Background: an optimization exercise with open tools, aiming at small area, a short achievable clock period and few clock cycles. Do not read the settings as production practice.
At most, simulation tests tie the RTL to the original design; equivalence was not proved.
Power is estimated from default activity; no workload was simulated.

==> flow/design.v <==
module sdr_frame_rx (
    input  wire        clk,
    input  wire        rst,
    input  wire        in_valid,
    output wire        in_ready,
    input  wire [7:0]  in_data,
    output reg         out_valid,
    output reg  [7:0]  out_type,
    output reg  [7:0]  out_gid,
    output reg  [7:0]  out_sid,
    output reg  [79:0] out_payload,
    output reg         crc_err
);
    localparam integer N     = 30;              
    localparam [31:0]  SYNC  = 32'h1ACFFC1D;
    localparam [31:0]  CRC_PRE = 32'hFF06CBB9;
    function automatic near_sync(input [31:0] w);
        reg [31:0] x;
        reg [15:0] a1, a2;
        reg [7:0]  b1, b2, b3;
        reg [3:0]  c1, c2, c3;
        reg [1:0]  d1, d2, d3;
        integer i;
        begin
            x = w ^ SYNC;
            for (i = 0; i < 16; i = i + 1) begin
                a1[i] = x[2*i] | x[2*i+1];
                a2[i] = x[2*i] & x[2*i+1];
            end
            for (i = 0; i < 8; i = i + 1) begin
                b1[i] = a1[2*i] | a1[2*i+1];
                b2[i] = a2[2*i] | a2[2*i+1] | (a1[2*i] & a1[2*i+1]);
                b3[i] = (a2[2*i] & a1[2*i+1]) | (a1[2*i] & a2[2*i+1]);
            end
            for (i = 0; i < 4; i = i + 1) begin
                c1[i] = b1[2*i] | b1[2*i+1];
                c2[i] = b2[2*i] | b2[2*i+1] | (b1[2*i] & b1[2*i+1]);
                c3[i] = b3[2*i] | b3[2*i+1] | (b2[2*i] & b1[2*i+1]) | (b1[2*i] & b2[2*i+1]);
            end
            for (i = 0; i < 2; i = i + 1) begin
                d1[i] = c1[2*i] | c1[2*i+1];
                d2[i] = c2[2*i] | c2[2*i+1] | (c1[2*i] & c1[2*i+1]);
                d3[i] = c3[2*i] | c3[2*i+1] | (c2[2*i] & c1[2*i+1]) | (c1[2*i] & c2[2*i+1]);
            end
            near_sync = !(d3[0] | d3[1] | (d2[0] & d1[1]) | (d1[0] & d2[1]));
        end
    endfunction
    function automatic [3:0] ham_dec(input [7:0] c);
        reg [2:0] syn;
        reg [3:0] d;
        begin
            syn = {c[6] ^ c[5] ^ c[3], c[6] ^ c[4] ^ c[3], c[5] ^ c[4] ^ c[3]} ^ c[2:0];
            d = c[6:3];
            case (syn)
                3'd6: d[3] = ~d[3];
                3'd5: d[2] = ~d[2];
                3'd3: d[1] = ~d[1];
                3'd7: d[0] = ~d[0];
                default: ;
            endcase
            ham_dec = d;
        end
    endfunction
    function automatic [31:0] crc_step4(input [31:0] r);
        integer i;
        begin
            for (i = 0; i < 4; i = i + 1)
                r = r[0] ? ((r >> 1) ^ 32'hEDB88320) : (r >> 1);
            crc_step4 = r;
        end
    endfunction
    function automatic [7:0] key(input [4:0] j);
        begin
            case (j)
                5'd0:  key = 8'hFE; 5'd1:  key = 8'h3B; 5'd2:  key = 8'h14;
                5'd3:  key = 8'hBE; 5'd4:  key = 8'hA8; 5'd5:  key = 8'h5B;
                5'd6:  key = 8'hCE; 5'd7:  key = 8'h56; 5'd8:  key = 8'h60;
                5'd9:  key = 8'hDA; 5'd10: key = 8'hE8; 5'd11: key = 8'hC8;
                5'd12: key = 8'h81; 5'd13: key = 8'h26; 5'd14: key = 8'h9E;
                5'd15: key = 8'hE1; 5'd16: key = 8'hFC; 5'd17: key = 8'h76;
                5'd18: key = 8'h29; 5'd19: key = 8'h7D; 5'd20: key = 8'h50;
                5'd21: key = 8'hB7; 5'd22: key = 8'h9C; 5'd23: key = 8'hAC;
                5'd24: key = 8'hC1; 5'd25: key = 8'hB5; 5'd26: key = 8'hD1;
                default: key = 8'h00;
            endcase
        end
    endfunction
    reg        rdy_q;                  
    reg        st_v;                   
    reg  [7:0] st_d;
    reg  [7:0] hist [0:N-1];           
    assign in_ready = rdy_q;
    reg        rot;                    
    reg  [4:0] rc;                     
    reg        ract;                   
    reg  [2:0] wv;                     
    reg        wnew;                   
    reg        parse;                  
    reg  [2:0] sh;                     
    reg  [4:0] j;                      
    reg        rec;                    
    reg  [4:0] bd;                     
    reg  [31:0] crc;
    reg        mf;                     
    wire push  = st_v;                         
    wire rstep = rot && !st_v;                 
    wire shift = push || rstep;
    wire rd    = rot ? (rstep && (ract || bd == N - 1)) : push;
    wire [7:0] hin = rot && !st_v ? hist[N-1] : st_d;
    wire [39:0] win = {hist[4], hist[3], hist[2], hist[1], hist[0]};
    reg  [7:0]  hit;
    integer     s;
    always @* begin
        for (s = 0; s < 8; s = s + 1)
            hit[s] = near_sync(win[39-s -: 32]);
    end
    wire any_hit = |hit;
    reg  [2:0] hsh;                    
    always @* begin
        hsh = 3'd0;
        for (s = 7; s >= 0; s = s - 1)
            if (hit[s]) hsh = s[2:0];
    end
    reg        sq;                     
    reg  [4:0] jq;                     
    reg  [7:0] gq;                     
    wire [3:0] d  = ham_dec(gq);
    wire [31:0] crc_in = crc ^ ((!jq[0] && jq <= 5'd22) ? {28'd0, d} : 32'd0);
    wire [31:0] crc_f  = crc_step4(crc_in) ^ ((jq[0] && jq <= 5'd21) ? {24'd0, d, 4'd0} : 32'd0);
    reg  [7:0]  crc_b;
    always @* begin
        case (jq[1:0])
            2'd3:    crc_b = crc_f[31:24];   
            2'd0:    crc_b = crc[23:16];     
            2'd1:    crc_b = crc[15:8];      
            default: crc_b = crc[7:0];       
        endcase
    end
    wire bmatch = (gq == ~crc_b);
    wire lastq  = sq && (jq == 5'd26);
    wire fin_ok = mf && (gq == ~crc[7:0]);
    wire pass   = lastq && fin_ok;
    wire fail   = lastq && !fin_ok;
    wire rewind = fail && rec;
    wire look  = wnew && (wv == 3'd5);
    wire found = look && !parse && any_hit && !pass && !rewind;  
    wire nhit  = parse && look && any_hit;               
    wire step  = wnew && parse || found && hit[0];
    wire [2:0] ush = parse ? sh : 3'd0;
    wire [15:0] pair = {hist[1], hist[0]} << ush;
    wire [7:0]  abyte = (ush == 3'd0) ? hist[0] : pair[15:8];
    wire [4:0]  uj = parse ? j : 5'd0;
    wire last  = step && (uj == 5'd26);
    wire rot_end = rstep && (rc == N - 1);
    integer k;
    always @(posedge clk) begin
        st_d <= in_data;
        if (shift) begin
            hist[0] <= hin;
            for (k = 1; k < N; k = k + 1)
                hist[k] <= hist[k-1];
        end
        gq <= abyte ^ key(uj);
        jq <= uj;
        if (sq) begin
            if (jq <= 5'd2) crc <= CRC_PRE;
            else if (jq <= 5'd23) crc <= crc_f;
            if (jq == 5'd23) mf <= bmatch;
            else mf <= mf & bmatch;
            if (jq == 5'd0) out_type <= gq;
            if (jq == 5'd1) out_gid  <= gq;
            if (jq == 5'd2) out_sid  <= gq;
            if (jq >= 5'd3 && jq <= 5'd22) out_payload <= {out_payload[75:0], d};
        end
        if (found) sh <= hsh;
        if (found) j <= hit[0] ? 5'd1 : 5'd0;
        else if (step) j <= j + 5'd1;
        if (nhit && !rec) bd <= 5'd4 + {4'd0, shift};
        else if (shift) bd <= bd + 5'd1;
        if (rstep) rc <= rc + 5'd1;
        if (rstep && bd == N - 1) ract <= 1'b1;
        if (rst) begin
            rdy_q     <= 1'b0;
            st_v      <= 1'b0;
            rot       <= 1'b0;
            rc        <= 5'd0;
            ract      <= 1'b0;
            wv        <= 3'd0;
            wnew      <= 1'b0;
            parse     <= 1'b0;
            rec       <= 1'b0;
            sq        <= 1'b0;
            out_valid <= 1'b0;
            crc_err   <= 1'b0;
        end else begin
            st_v  <= in_valid && rdy_q;
            rdy_q <= !(rewind || rot && !rot_end) &&
                     !(rec && ({1'b0, bd} + {5'd0, st_v} + {5'd0, rdy_q} >= 6'd28));
            sq    <= step;
            out_valid <= pass;
            crc_err   <= fail;
            wnew <= rd;
            if (rewind) begin
                rot  <= 1'b1;
                rc   <= 5'd0;
                ract <= 1'b0;
                wv   <= 3'd0;
            end else begin
                if (rot_end) rot <= 1'b0;
                if (pass) wv <= {2'd0, sh != 3'd0} + {2'd0, wnew} + {2'd0, rd};
                else if (rd) wv <= (wv == 3'd5) ? 3'd5 : wv + 3'd1;
            end
            if (found) parse <= 1'b1;
            else if (last) parse <= 1'b0;
            if (found || lastq) rec <= 1'b0;
            else if (nhit) rec <= 1'b1;
        end
    end
endmodule
==> flow/config.mk <==
export PLATFORM = sky130hd
export DESIGN_NAME = sdr_frame_rx
export DESIGN_NICKNAME = sdr_frame_rx
export VERILOG_FILES = /design/flow/design.v
export SDC_FILE = /design/flow/constraint.sdc
export NUM_CORES = 4
export LEC_CHECK = 0
export ABC_AREA = 1
export CAP_MARGIN = 20
export CORE_MARGIN = 2
export CORE_UTILIZATION = 40
export SETUP_SLACK_MARGIN = 0.5
export SLEW_MARGIN = 20
==> flow/constraint.sdc <==
create_clock -name core_clock -period 22.0 [get_ports {clk}]
set_input_delay 4.4000 -clock core_clock [delete_from_list [all_inputs] [get_ports {clk}]]
set_output_delay 4.4000 -clock core_clock [all_outputs]
set_load 0.01 [all_outputs]
standard.sh (not shown) runs the stock make flow with config.mk's settings and CLKGATE_MAP_FILE= SYNTH_SCRIPT=/design/flow/synth_recipe.tcl, a recipe that flattens the netlist after the stock synthesis.
==> flow/flow/run.sh <==
#!/bin/bash
set -euo pipefail
export BUFFER_PORTS_ARGS="-buffer_cell sky130_fd_sc_hd__buf_1"
export CTS_ARGS="-sink_clustering_enable -repair_clock_nets -dont_use_dummy_load -sink_clustering_size 25 -sink_clustering_max_diameter 80"
bash standard.sh > standard_flow.log 2>&1
Testbench counts at the start, summed over its fixed seeds: cycles 22,795.
==> next run, changes <==
--- a/flow/design.v
+++ b/flow/design.v
@@ -175,9 +175,9 @@
         if (found) sh <= hsh;
         if (found) j <= hit[0] ? 5'd1 : 5'd0;
         else if (step) j <= j + 5'd1;
         if (nhit && !rec) bd <= 5'd4 + {4'd0, shift};
-        else if (shift) bd <= bd + 5'd1;
+        else if (shift) bd <= (bd == N - 1) ? 5'd0 : bd + 5'd1;
         if (rstep) rc <= rc + 5'd1;
         if (rstep && bd == N - 1) ract <= 1'b1;
         if (rst) begin
             rdy_q     <= 1'b0;
What happened: Utilization stays flat; register-to-register slack is worse by 0.03 ns; sequential share of layout area shrinks by 2.6 points; cell count is higher by a little under a tenth; area after synthesis climbs by a few percent; sequential power hardly moves; die area rises by a few percent; global-route usage rises by 0.96 points; design area went up by a few percent; total power came out higher slightly.
No functional check of the RTL was part of the second run of this note.

[separate check: timing with driven ports]
Ports are ideal in the flow. The routed layouts listed here were re-timed in OpenROAD. Step 1: set_driving_cell puts a clkbuf_16 on clk and a buf_2 on each other input, an assumption about the parent block. Step 2 adds t to the input delays and takes it off the output delays; t is the mean of the earliest and latest rising clock arrival at the registers after step 1. Input paths then give back, and output paths get back, about the clock's delay inside the block. Slacks: ideal ports / drivers / drivers and shift; pairs: ideal ports / drivers.
| run | t, ns | setup slack, ns | worst register clock-pin slew, ns | worst data-port slew with drivers (ns) | cell pins on the clock port's net |
|---|---|---|---|---|---|
| the first run | 0.595 | 16.466 / 16.411 / 16.679 | 0.10 / 0.10 | 0.04 | 1 |
| the second run | 0.603 | 16.451 / 16.394 / 16.555 | 0.09 / 0.09 | 0.05 | 1 |
After both steps setup and hold are still met in every run listed.
